This is an optimization exercise on Yosys and OpenROAD, whose aim is small area, a short achievable clock period and few clock cycles, not a production implementation.
In this exercise RTL edits were held to simulation tests only and were not proved equivalent to the original.

==> flow/design.v <==
module cv_repack (
    input  wire        clk,
    input  wire        rst,
    input  wire        cmd_valid,
    output wire        cmd_ready,
    input  wire [5:0]  cmd_old_w,
    input  wire [5:0]  cmd_new_w,
    input  wire [8:0]  cmd_count,
    input  wire        in_valid,
    output wire        in_ready,
    input  wire [31:0] in_data,
    output wire        out_valid,
    input  wire        out_ready,
    output wire [31:0] out_data,
    output reg         done_valid,
    output reg  [5:0]  done_bits,
    output reg         done_err
);
    function [31:0] low_mask;
        input [5:0] w;
        begin
            if (w >= 6'd32)
                low_mask = 32'hffff_ffff;
            else
                low_mask = (32'd1 << w) - 32'd1;
        end
    endfunction
    function [5:0] bits_needed;
        input [31:0] v;
        integer k;
        begin
            bits_needed = 6'd0;
            for (k = 0; k < 32; k = k + 1)
                if (v[k])
                    bits_needed = k[5:0] + 6'd1;
        end
    endfunction
    reg  [5:0]  ow, nw;
    reg  [8:0]  ecnt;          
    reg         busy;          
    reg         finp;          
    reg         fz;            
    reg         dpend;         
    reg         lastq;         
    reg  [31:0] b0, b1, b2;
    reg  [2:0]  wr, rw;        
    reg  [1:0]  cnt;
    reg  [4:0]  rp;
    reg  [5:0]  sp;            
    reg  [1:0]  lead;          
    reg  [2:0]  cr;            
    reg  [31:0] val_or;
    reg         ev;
    reg  [31:0] e;
    reg  [4:0]  e_wp;
    reg         e_cpl, e_last, e_fl;
    reg  [4:0]  wpr;           
    reg  [31:0] wacc;
    reg  [31:0] obuf;
    reg         ov;
    reg         fl;            
    reg         crdy;          
    assign cmd_ready = crdy;
    wire   accept    = cmd_valid && crdy;
    assign in_ready  = (cr != 3'd0) && (cnt != 2'd3);
    wire   load      = in_valid && in_ready;
    assign out_valid = ov;
    assign out_data  = obuf;
    wire   pop       = ov && out_ready;
    wire   ofree     = !ov || out_ready;
    wire [6:0]  s     = {2'b0, rp} + {1'b0, ow};        
    reg  [5:0]  lim;           
    reg         last;          
    wire        avail = busy && (lim[5] || cnt[1] || (cnt[0] && ({1'b0, rp} <= lim)));
    wire [2:0]  rw1   = {rw[1:0], rw[2]};
    wire [31:0] blo   = ({32{rw[0]}} & b0) | ({32{rw[1]}} & b1) | ({32{rw[2]}} & b2);
    wire [31:0] bhi   = ({32{rw[2]}} & b0) | ({32{rw[0]}} & b1) | ({32{rw[1]}} & b2);
    wire [63:0] fx    = {bhi, blo};
    wire [47:0] f4    = rp[4] ? fx[63:16] : fx[47:0];
    wire [39:0] f3    = rp[3] ? f4[47:8]  : f4[39:0];
    wire [35:0] f2    = rp[2] ? f3[39:4]  : f3[35:0];
    wire [33:0] f1    = rp[1] ? f2[35:2]  : f2[33:0];
    wire [31:0] fun   = rp[0] ? f1[32:1]  : f1[31:0];
    wire [31:0] m_ow  = low_mask(ow);
    wire [31:0] m_nw  = low_mask(nw);
    wire [31:0] elem  = fun & m_ow;
    wire        pop_w = s[5];
    wire [6:0]  t     = {2'b0, wpr} + {1'b0, nw};
    wire [31:0] r0    = e_wp[0] ? {e[30:0],  e[31]}     : e;
    wire [31:0] r1    = e_wp[1] ? {r0[29:0], r0[31:30]} : r0;
    wire [31:0] r2    = e_wp[2] ? {r1[27:0], r1[31:28]} : r1;
    wire [31:0] r3    = e_wp[3] ? {r2[23:0], r2[31:24]} : r2;
    wire [31:0] rot   = e_wp[4] ? {r3[15:0], r3[31:16]} : r3;
    wire [31:0] lm    = low_mask({1'b0, e_wp});
    wire [31:0] hi    = rot & ~lm;
    wire [31:0] lo    = rot & lm;
    wire [31:0] wm    = wacc & lm;
    wire        wstall = fl || (e_cpl && !ofree) || (e_last && lastq);
    wire        wtake  = ev && !wstall;
    wire        take   = avail && (!ev || wtake);
    wire        flush  = fl && ofree;
    wire        fin_now  = finp && !dpend;
    wire        done_now = dpend && lastq && ofree;
    wire        busy_n  = accept ? (cmd_count != 9'd0) : (busy && !(take && last));
    wire        finp_n  = (finp && !fin_now) || (accept && cmd_count == 9'd0) || (take && last);
    wire        dpend_n = fin_now || (dpend && !done_now);
    wire [1:0]  lead_p1 = lead + 2'd1;
    wire [1:0]  lead_m1 = lead - 2'd1;
    wire [2:0]  cr_p1   = cr + 3'd1;
    wire [2:0]  cr_m1   = cr - 3'd1;
    wire [1:0]  cnt_p1  = cnt + 2'd1;
    wire [1:0]  cnt_m1  = cnt - 2'd1;
    wire [6:0]  s2    = {1'b0, sp} + {1'b0, ow};
    wire        step  = (lead != 2'd3) && ((ecnt[8:2] != 7'd0) || (ecnt[1:0] > lead));
    wire        sinc  = step && (sp > lim);
    wire [5:0]  s2m   = sp - lim;
    always @(posedge clk) begin
        if (rst) begin
            busy       <= 1'b0;
            crdy       <= 1'b1;
            finp       <= 1'b0;
            fz         <= 1'b0;
            dpend      <= 1'b0;
            lastq      <= 1'b0;
            ecnt       <= 9'd0;
            wr         <= 3'b001;
            rw         <= 3'b001;
            cnt        <= 2'd0;
            rp         <= 5'd0;
            lead       <= 2'd0;
            cr         <= 3'd0;
            ev         <= 1'b0;
            wpr        <= 5'd0;
            ov         <= 1'b0;
            fl         <= 1'b0;
            done_valid <= 1'b0;
        end else begin
            if (accept) begin
                ow     <= cmd_old_w;
                nw     <= cmd_new_w;
                ecnt   <= cmd_count;
                lim    <= 6'd32 - cmd_old_w;
                last   <= (cmd_count == 9'd1);
                lead   <= {1'b0, cmd_count != 9'd0};
                sp     <= (cmd_count != 9'd0) ? cmd_old_w : 6'd0;
                wpr    <= 5'd0;
                rp     <= 5'd0;
            end else begin
                if (step)
                    sp    <= sinc ? s2m : s2[5:0];
                lead <= take ? (step ? lead : lead_m1) : (step ? lead_p1 : lead);
                if (take) begin
                    ecnt <= ecnt - 9'd1;
                    last <= (ecnt == 9'd2);
                    rp   <= last ? 5'd0 : s[4:0];
                    wpr  <= last ? 5'd0 : t[4:0];
                end
            end
            if (accept)
                cr <= {2'd0, (cmd_count != 9'd0) && (cmd_old_w != 6'd0)};
            else
                cr <= load ? (sinc ? cr : cr_m1) : (sinc ? cr_p1 : cr);
            if (take && last) begin
                wr  <= 3'b001;
                rw  <= 3'b001;
                cnt <= 2'd0;
            end else begin
                if (load)
                    wr <= {wr[1:0], wr[2]};
                if (take && pop_w)
                    rw <= rw1;
                cnt <= (take && pop_w) ? (load ? cnt : cnt_m1) : (load ? cnt_p1 : cnt);
            end
            if (take)
                ev <= 1'b1;
            else if (wtake)
                ev <= 1'b0;
            if (accept)
                fz <= (cmd_count == 9'd0);
            busy  <= busy_n;
            finp  <= finp_n;
            dpend <= dpend_n;
            crdy  <= !busy_n && !(finp_n && dpend_n);
            lastq <= (lastq && !done_now) || (fin_now && fz) || flush || (wtake && e_last && !e_fl);
            done_valid <= done_now;
            if (flush)
                fl <= 1'b0;
            else if (wtake && e_last)
                fl <= e_fl;
            if (flush || (wtake && e_cpl))
                ov <= 1'b1;
            else if (pop)
                ov <= 1'b0;
        end
        if (in_ready) begin
            if (wr[0]) b0 <= in_data;
            if (wr[1]) b1 <= in_data;
            if (wr[2]) b2 <= in_data;
        end
        if (accept)
            val_or <= 32'd0;
        else if (avail)
            val_or <= val_or | elem;
        if (take) begin
            e      <= elem & m_nw;
            e_wp   <= wpr;
            e_cpl  <= t[5];
            e_last <= last;
            e_fl   <= (t[4:0] != 5'd0);
        end
        if (fin_now) begin
            done_bits <= bits_needed(val_or);
            done_err  <= (bits_needed(val_or) > nw);
        end
        if (flush) begin
            obuf <= wacc;
        end else if (wtake) begin
            if (e_cpl) begin
                obuf <= wm | hi;
                wacc <= lo;
            end else begin
                wacc <= wm | hi;
            end
        end
    end
endmodule
clock: 8.0 ns
lec_check: 0
abc_area: 0
cap_margin: 20
core_margin: 2
core_utilization: 40
cts_cluster_diameter: 80
cts_cluster_size: 24
place_density: 0.6
slew_margin: 20
standard.sh (not shown) runs the stock make flow with config.mk's settings and CLKGATE_MAP_FILE= SYNTH_SCRIPT=/design/flow/synth_recipe.tcl, a recipe that flattens the netlist after the stock synthesis.
==> flow/flow/run.sh <==
#!/bin/bash
set -o pipefail
export BUFFER_PORTS_ARGS="-buffer_cell sky130_fd_sc_hd__buf_1"
export SETUP_SLACK_MARGIN=5.0
bash standard.sh > standard.log 2>&1
Testbench counts at the start, summed over its fixed seeds: cycles 37,273.
Rerun with:
--- a/flow/design.v
+++ b/flow/design.v
@@ -60,11 +60,12 @@
     reg         ov;
     reg         fl;            
     reg         crdy;          
     assign cmd_ready = crdy;
     wire   accept    = cmd_valid && crdy;
-    assign in_ready  = (cr != 3'd0) && (cnt != 2'd3);
+    reg         irdy;          
+    assign in_ready  = irdy;
     wire   load      = in_valid && in_ready;
     assign out_valid = ov;
     assign out_data  = obuf;
     wire   pop       = ov && out_ready;
     wire   ofree     = !ov || out_ready;
@@ -115,10 +116,11 @@
     wire        sinc  = step && (sp > lim);
     wire [5:0]  s2m   = sp - lim;
     always @(posedge clk) begin
         if (rst) begin
             busy       <= 1'b0;
+            irdy       <= 1'b0;
             crdy       <= 1'b1;
             finp       <= 1'b0;
             fz         <= 1'b0;
             dpend      <= 1'b0;
             lastq      <= 1'b0;
@@ -179,10 +181,15 @@
                 fz <= (cmd_count == 9'd0);
             busy  <= busy_n;
             finp  <= finp_n;
             dpend <= dpend_n;
             crdy  <= !busy_n && !(finp_n && dpend_n);
+            irdy  <= (accept ? ((cmd_count != 9'd0) && (cmd_old_w != 6'd0))
+                             : (load ? (sinc ? (cr != 3'd0) : (cr != 3'd1))
+                                     : (sinc || (cr != 3'd0))))
+                  && ((take && last) || ((take && pop_w) ? (!load || cnt != 2'd3)
+                                                         : (load ? (cnt != 2'd2) : (cnt != 2'd3))));
             lastq <= (lastq && !done_now) || (fin_now && fz) || flush || (wtake && e_last && !e_fl);
             done_valid <= done_now;
             if (flush)
                 fl <= 1'b0;
             else if (wtake && e_last)
The changed run finished with timing, DRC and antenna clean.
Synthesized cell count falls by 2.1%.
Clock skew rises by 0.013 ns.
First-iteration DRC count falls by 14%.
Setup slack loses 0.016 ns.
Register-to-register slack loses 0.02 ns.
Die area is about the same.
Routed wire length rises by 2.8%.
Core utilization rises by 1.2 points.
Testbench counts after the change, summed over its fixed seeds: cycles 37,273.

[port drivers added, routing unchanged]
No port has a modelled driver above. Below, the same layouts with a new extraction and two added sets of constraints.
Step 1 assumes that a clkbuf_16 drives the clock port and a buf_2 every other input.
Step 2 times the ports against the registers' clock, not the clock port: input delays grow and output delays shrink by t, the midpoint of the rising clock arrivals with the driver on.
a / b / c = ideal / step 1 / step 2; a / b = the first two.
run	shift t [ns]	slack for setup (ns)	worst hold slack (ns)
the first run	0.610	5.002 / 5.002 / 4.495	0.465 / 0.465 / 0.465
the second run	0.628	4.986 / 4.986 / 4.507	0.470 / 0.470 / 0.470
After both steps setup and hold are still met in every run listed. For the first run, which loses most, drivers alone change the setup slack by 0.000 ns; drivers and shift together by -0.507 ns.
